Context: an optimization exercise on an open-source flow, tuned for small area. The choices shown serve that exercise and are no tape-out recipe.
In this exercise RTL edits were held to simulation tests only and were not proved equivalent to the original.

== build 59 ==
## emedal_sender
module emedal_sender (
    input  wire        clk,
    input  wire        rst,
    input  wire        start,
    input  wire [15:0] start_image_id,
    input  wire [23:0] start_len,
    input  wire        tick,
    output wire        ready,
    output wire [23:0] pl_addr,
    input  wire [7:0]  pl_data,
    output wire        tx_valid,
    output wire [7:0]  tx_data,
    input  wire        tx_ready,
    input  wire [15:0] rx_count,
    input  wire [7:0]  rx_data,
    output wire        rx_pop,
    output wire [2:0]  state,
    output wire [1:0]  last_outcome,
    output wire [1:0]  fail_stage,
    output wire [15:0] fail_index,
    output wire [1:0]  fail_cause,
    output wire [23:0] sent_bytes,
    output wire        nack_valid,
    output wire [15:0] nack_expected,
    output wire [15:0] nack_got
);
Size in the first run: roughly 770 cells after synthesis, about 190 I/O pins, roughly 0.0064 mm² of cells after synthesis.
Settings: LEC_CHECK=0, CAP_MARGIN=0, CORE_MARGIN=2, CORE_UTILIZATION=50, CTS_BUF_LIST=sky130_fd_sc_hd__clkbuf_8, GPL_TIMING_DRIVEN=0, SLEW_MARGIN=0; clock period 15.0 ns.
standard.sh (not shown) runs the stock make flow with config.mk's settings and CLKGATE_MAP_FILE= SYNTH_SCRIPT=/design/flow/synth_recipe.tcl, a recipe that flattens the netlist after the stock synthesis.
==> flow/flow/run.sh <==
#!/bin/bash
# Standard ORFS layout (the standard.sh) with these changes to how the
# layout is made:
#  - ABC maps the combinational logic with an area-oriented script
#    (flow/abc_area_map.script, using amap) instead of ORFS's delay-oriented
#    one; registers come out of synthesis exactly as in the standard flow;
#  - ports are buffered with the smallest buffer, sky130_fd_sc_hd__buf_1;
#  - CTS inserts no dummy loads.
# Each tool's output goes to its own log under orfs/logs; make's to make_finish.log.
set -euo pipefail
rm -rf scripts_mod
cp -r "$FLOW_HOME/scripts" scripts_mod
cp flow/abc_area_map.script scripts_mod/abc_speed.script
bash standard.sh SCRIPTS_DIR="$PWD/scripts_mod" \
    BUFFER_PORTS_ARGS="-buffer_cell sky130_fd_sc_hd__buf_1" \
    CTS_ARGS="-sink_clustering_enable -repair_clock_nets -buf_list sky130_fd_sc_hd__clkbuf_8 -dont_use_dummy_load" \
    finish > make_finish.log 2>&1
==> flow/flow/abc_area_map.script <==
strash
dc2
dc2
dch -f
amap -F 4 -A 8
strash
dch -f
amap -F 4 -A 8
topo
Build 59 completed; timing, DRC and antenna clean
Input changes introduced in build 11 (baseline for comparison: build 59):
- removing GPL_TIMING_DRIVEN (formerly 0)
- changing SLEW_MARGIN from 0 to 20
- changing CAP_MARGIN from 0 to 20
- changing CORE_UTILIZATION from 50 to 70
--- a/flow/flow/run.sh
+++ b/flow/flow/run.sh
@@ -2,2 +2,2 @@
-# Standard ORFS layout (the standard.sh) with these changes to how the
-# layout is made:
+# Standard ORFS layout (the standard.sh) with two changes to how the layout
+# is made:
@@ -7,2 +7 @@
-#  - ports are buffered with the smallest buffer, sky130_fd_sc_hd__buf_1;
-#  - CTS inserts no dummy loads.
+#  - ports are buffered with the smallest buffer, sky130_fd_sc_hd__buf_1.
@@ -15,3 +14 @@
-    BUFFER_PORTS_ARGS="-buffer_cell sky130_fd_sc_hd__buf_1" \
-    CTS_ARGS="-sink_clustering_enable -repair_clock_nets -buf_list sky130_fd_sc_hd__clkbuf_8 -dont_use_dummy_load" \
-    finish > make_finish.log 2>&1
+    BUFFER_PORTS_ARGS="-buffer_cell sky130_fd_sc_hd__buf_1" finish > make_finish.log 2>&1
[build 11] cell area after placement fell 3.3% relative to build 59. Highest-delay cell along the critical path: sky130_fd_sc_hd__dfxtp_1 -> build 11, sky130_fd_sc_hd__clkinv_1 -> build 59. Wire: build 11 routes more than build 59. Tightest slew margin relative to the limit, build 59 and build 11: smaller value in build 59.
diff inputs: build 11 => build 83
- swapping 20 for 0 in SLEW_MARGIN
- swapping 20 for 0 in CAP_MARGIN
- swapping 70 for 60 in CORE_UTILIZATION
==> flow/flow/run.sh <==
#!/bin/bash
# Standard ORFS layout (the standard.sh) with these changes to how the
# layout is made:
#  - synthesis leaves adders to ABC (no ADDER_MAP_FILE half/full-adder cell
#    mapping), and ABC maps the combinational logic with an area-oriented
#    script (flow/abc_area_map.script, using amap) instead of ORFS's
#    delay-oriented one; registers come out of synthesis exactly as in the
#    standard flow;
#  - ports are buffered with the smallest buffer, sky130_fd_sc_hd__buf_1;
#  - CTS inserts no dummy loads.
# Each tool's output goes to its own log under orfs/logs; make's to make_finish.log.
set -euo pipefail
rm -rf scripts_mod
cp -r "$FLOW_HOME/scripts" scripts_mod
cp flow/abc_area_map.script scripts_mod/abc_speed.script
bash standard.sh SCRIPTS_DIR="$PWD/scripts_mod" ADDER_MAP_FILE= \
    BUFFER_PORTS_ARGS="-buffer_cell sky130_fd_sc_hd__buf_1" \
    CTS_ARGS="-sink_clustering_enable -repair_clock_nets -buf_list sky130_fd_sc_hd__clkbuf_8 -dont_use_dummy_load" \
    finish > make_finish.log 2>&1
--- a/flow/flow/abc_area_map.script
+++ b/flow/flow/abc_area_map.script
@@ -2,0 +3,4 @@
+dc2
+dch -f
+amap -F 4 -A 8
+strash
- Build 11 was routed with more vias than build 83.
- Looking at final cell count, build 83 sits about 6% above build 11.
- Relative to build 11, critical-path maximum fanout has gone up in build 83.
- For number of cells produced by synthesis, dividing the value from build 11 by the value from build 83 gives 0.942.
- Synthesized netlist net count in build 83 is 0.67% lower than in build 11
- In build 83 the area growth from synthesis to final layout turned out 0.37 points lower than in build 11.
- The routed length per instance of build 83 is lower than that of build 11.
- Result for build 83 and build 11: all clean
- Post-synthesis adder-cell area fraction (build 83 over build 11): decrease, 11 points
- Number of global-route vias before repair delta for build 83 relative to build 11: 407 lower
- Global router's overall resource usage on build 83 is down relative to build 11.
Modified inputs, build 67 compared to build 83
--- a/flow/flow/run.sh
+++ b/flow/flow/run.sh
@@ -4,5 +4,3 @@
-#  - synthesis leaves adders to ABC (no ADDER_MAP_FILE half/full-adder cell
-#    mapping), and ABC maps the combinational logic with an area-oriented
-#    script (flow/abc_area_map.script, using amap) instead of ORFS's
-#    delay-oriented one; registers come out of synthesis exactly as in the
-#    standard flow;
+#  - ABC maps the combinational logic with an area-oriented script
+#    (flow/abc_area_map.script, using amap) instead of ORFS's delay-oriented
+#    one; registers come out of synthesis exactly as in the standard flow;
@@ -16 +14 @@
-bash standard.sh SCRIPTS_DIR="$PWD/scripts_mod" ADDER_MAP_FILE= \
+bash standard.sh SCRIPTS_DIR="$PWD/scripts_mod" \
==> flow/flow/abc_area_map.script <==
strash
dc2
dc2
dch -f
amap -F 4 -A 8
strash
dch -f
amap -F 4 -A 8
topo
Results
Diff build 83 -> build 67 | area overhead of the layout relative to synthesis | decrease of 0.61 points. Build 67 vs build 83 — routed wire length climbed slightly. Build 67 vs build 83, switching part of the total went up by 9.4 points. STATUS hold slack: build 67 wins against build 83. Looking at maximum frequency from static timing analysis, build 67 sits below build 83. Looking only at part of the cycle the worst path needs, and setting everything else aside, the lower value of build 83 and build 67 goes to build 83. Looking at wire length on met2 across build 83 and build 67, the one that comes out higher is build 67. End-of-flow core utilization: build 83 and build 67 compared, lower one is build 67. Build 67 ended up with a higher clock period minus worst slack than build 83 did. Build 67 and build 83 ended up with roughly the same wire length of the first global-routing pass.

Setup of rev 12:
emedal_sender again, from the RTL that the note above started with.
==> flow/config.mk <==
export PLATFORM = sky130hd
export DESIGN_NAME = emedal_sender
export DESIGN_NICKNAME = emedal_sender
export VERILOG_FILES = /design/flow/design.v
export SDC_FILE = /design/flow/constraint.sdc
export NUM_CORES = 4
export LEC_CHECK = 0
export CAP_MARGIN = 0
export CORE_MARGIN = 2
export CORE_UTILIZATION = 60
export CTS_BUF_LIST = sky130_fd_sc_hd__clkbuf_8
export SLEW_MARGIN = 0
==> flow/constraint.sdc <==
create_clock -name core_clock -period 15.0 [get_ports {clk}]
set_input_delay 3.0000 -clock core_clock [delete_from_list [all_inputs] [get_ports {clk}]]
set_output_delay 3.0000 -clock core_clock [all_outputs]
set_load 0.01 [all_outputs]
==> flow/flow/run.sh <==
#!/bin/bash
# Standard ORFS layout (the standard.sh) with these changes to how the
# layout is made:
#  - synthesis leaves adders to ABC (no ADDER_MAP_FILE half/full-adder cell
#    mapping), and ABC maps the combinational logic with an area-oriented
#    script (flow/abc_area_map.script, using amap) instead of ORFS's
#    delay-oriented one; registers come out of synthesis exactly as in the
#    standard flow;
#  - ports are buffered with the smallest buffer, sky130_fd_sc_hd__buf_1;
#  - CTS inserts no dummy loads.
# Each tool's output goes to its own log under orfs/logs; make's to make_finish.log.
set -euo pipefail
rm -rf scripts_mod
cp -r "$FLOW_HOME/scripts" scripts_mod
cp flow/abc_area_map.script scripts_mod/abc_speed.script
bash standard.sh SCRIPTS_DIR="$PWD/scripts_mod" ADDER_MAP_FILE= \
    BUFFER_PORTS_ARGS="-buffer_cell sky130_fd_sc_hd__buf_1" \
    CTS_ARGS="-sink_clustering_enable -repair_clock_nets -buf_list sky130_fd_sc_hd__clkbuf_8 -dont_use_dummy_load -sink_buffer_max_cap_derate 2.0" \
    finish > make_finish.log 2>&1
==> flow/flow/abc_area_map.script <==
strash
dc2
dc2
dch -f
amap -F 4 -A 8
strash
dc2
dch -f
amap -F 4 -A 8
strash
dch -f
amap -F 4 -A 8
topo
Rev 12: it failed with a tool error in 4_1_cts, so there are no final results.
Changes in rev 13 relative to rev 12:
diff --git a/flow/flow/run.sh b/flow/flow/run.sh
--- a/flow/flow/run.sh
+++ b/flow/flow/run.sh
@@ -17,3 +17,3 @@
     BUFFER_PORTS_ARGS="-buffer_cell sky130_fd_sc_hd__buf_1" \
-    CTS_ARGS="-sink_clustering_enable -repair_clock_nets -buf_list sky130_fd_sc_hd__clkbuf_8 -dont_use_dummy_load -sink_buffer_max_cap_derate 2.0" \
+    CTS_ARGS="-sink_clustering_enable -repair_clock_nets -buf_list sky130_fd_sc_hd__clkbuf_8 -dont_use_dummy_load -sink_buffer_max_cap_derate 1.5" \
     finish > make_finish.log 2>&1
--- outcome ---
Rev 12 and rev 13 ended up with roughly the same area after synthesis. Any difference in post-synth net total between rev 13 and rev 12 is small enough to ignore. Initial standard-cell utilization of the core of rev 12 is on par with rev 13. Reported for rev 13 and rev 12, number of instances in the synthesized netlist turned out identical to the last digit. Rev 13 failed in 4_1_cts with CTS-0109. Number of core rows: rev 12 vs rev 13 identical.

==> what the ideal ports hide <==
How much do the figures lean on ideal ports? The routed layouts below were timed once more, with nothing changed but the port constraints.
Step 1 assumes that a clkbuf_16 drives the clock port and a buf_2 every other input.
Step 2 adds t to the input delays and takes it off the output delays; t is the mean of the earliest and latest rising clock arrival at the registers after step 1. Input paths then give back, and output paths get back, about the clock's delay inside the block.
a / b / c = no drivers / after step 1 / after step 2; a / b = the first two.
run	t, ns	setup WS [ns]	worst setup path after step 2	worst data-port slew with drivers (ns)	cell pins on the clock port's net
build 59	0.412	6.727 / 6.737 / 6.324	input to register	0.04	1
build 11	0.413	6.732 / 6.697 / 7.111	register to output	0.05	1
build 83	0.419	7.387 / 7.352 / 7.771	register to output	0.04	1
build 67	0.422	6.799 / 6.762 / 7.184	register to output	0.04	1
After both steps every run listed still meets setup and hold. The setup slack of build 59, which loses most, moves by +0.010 ns with the drivers and by -0.403 ns with both steps.
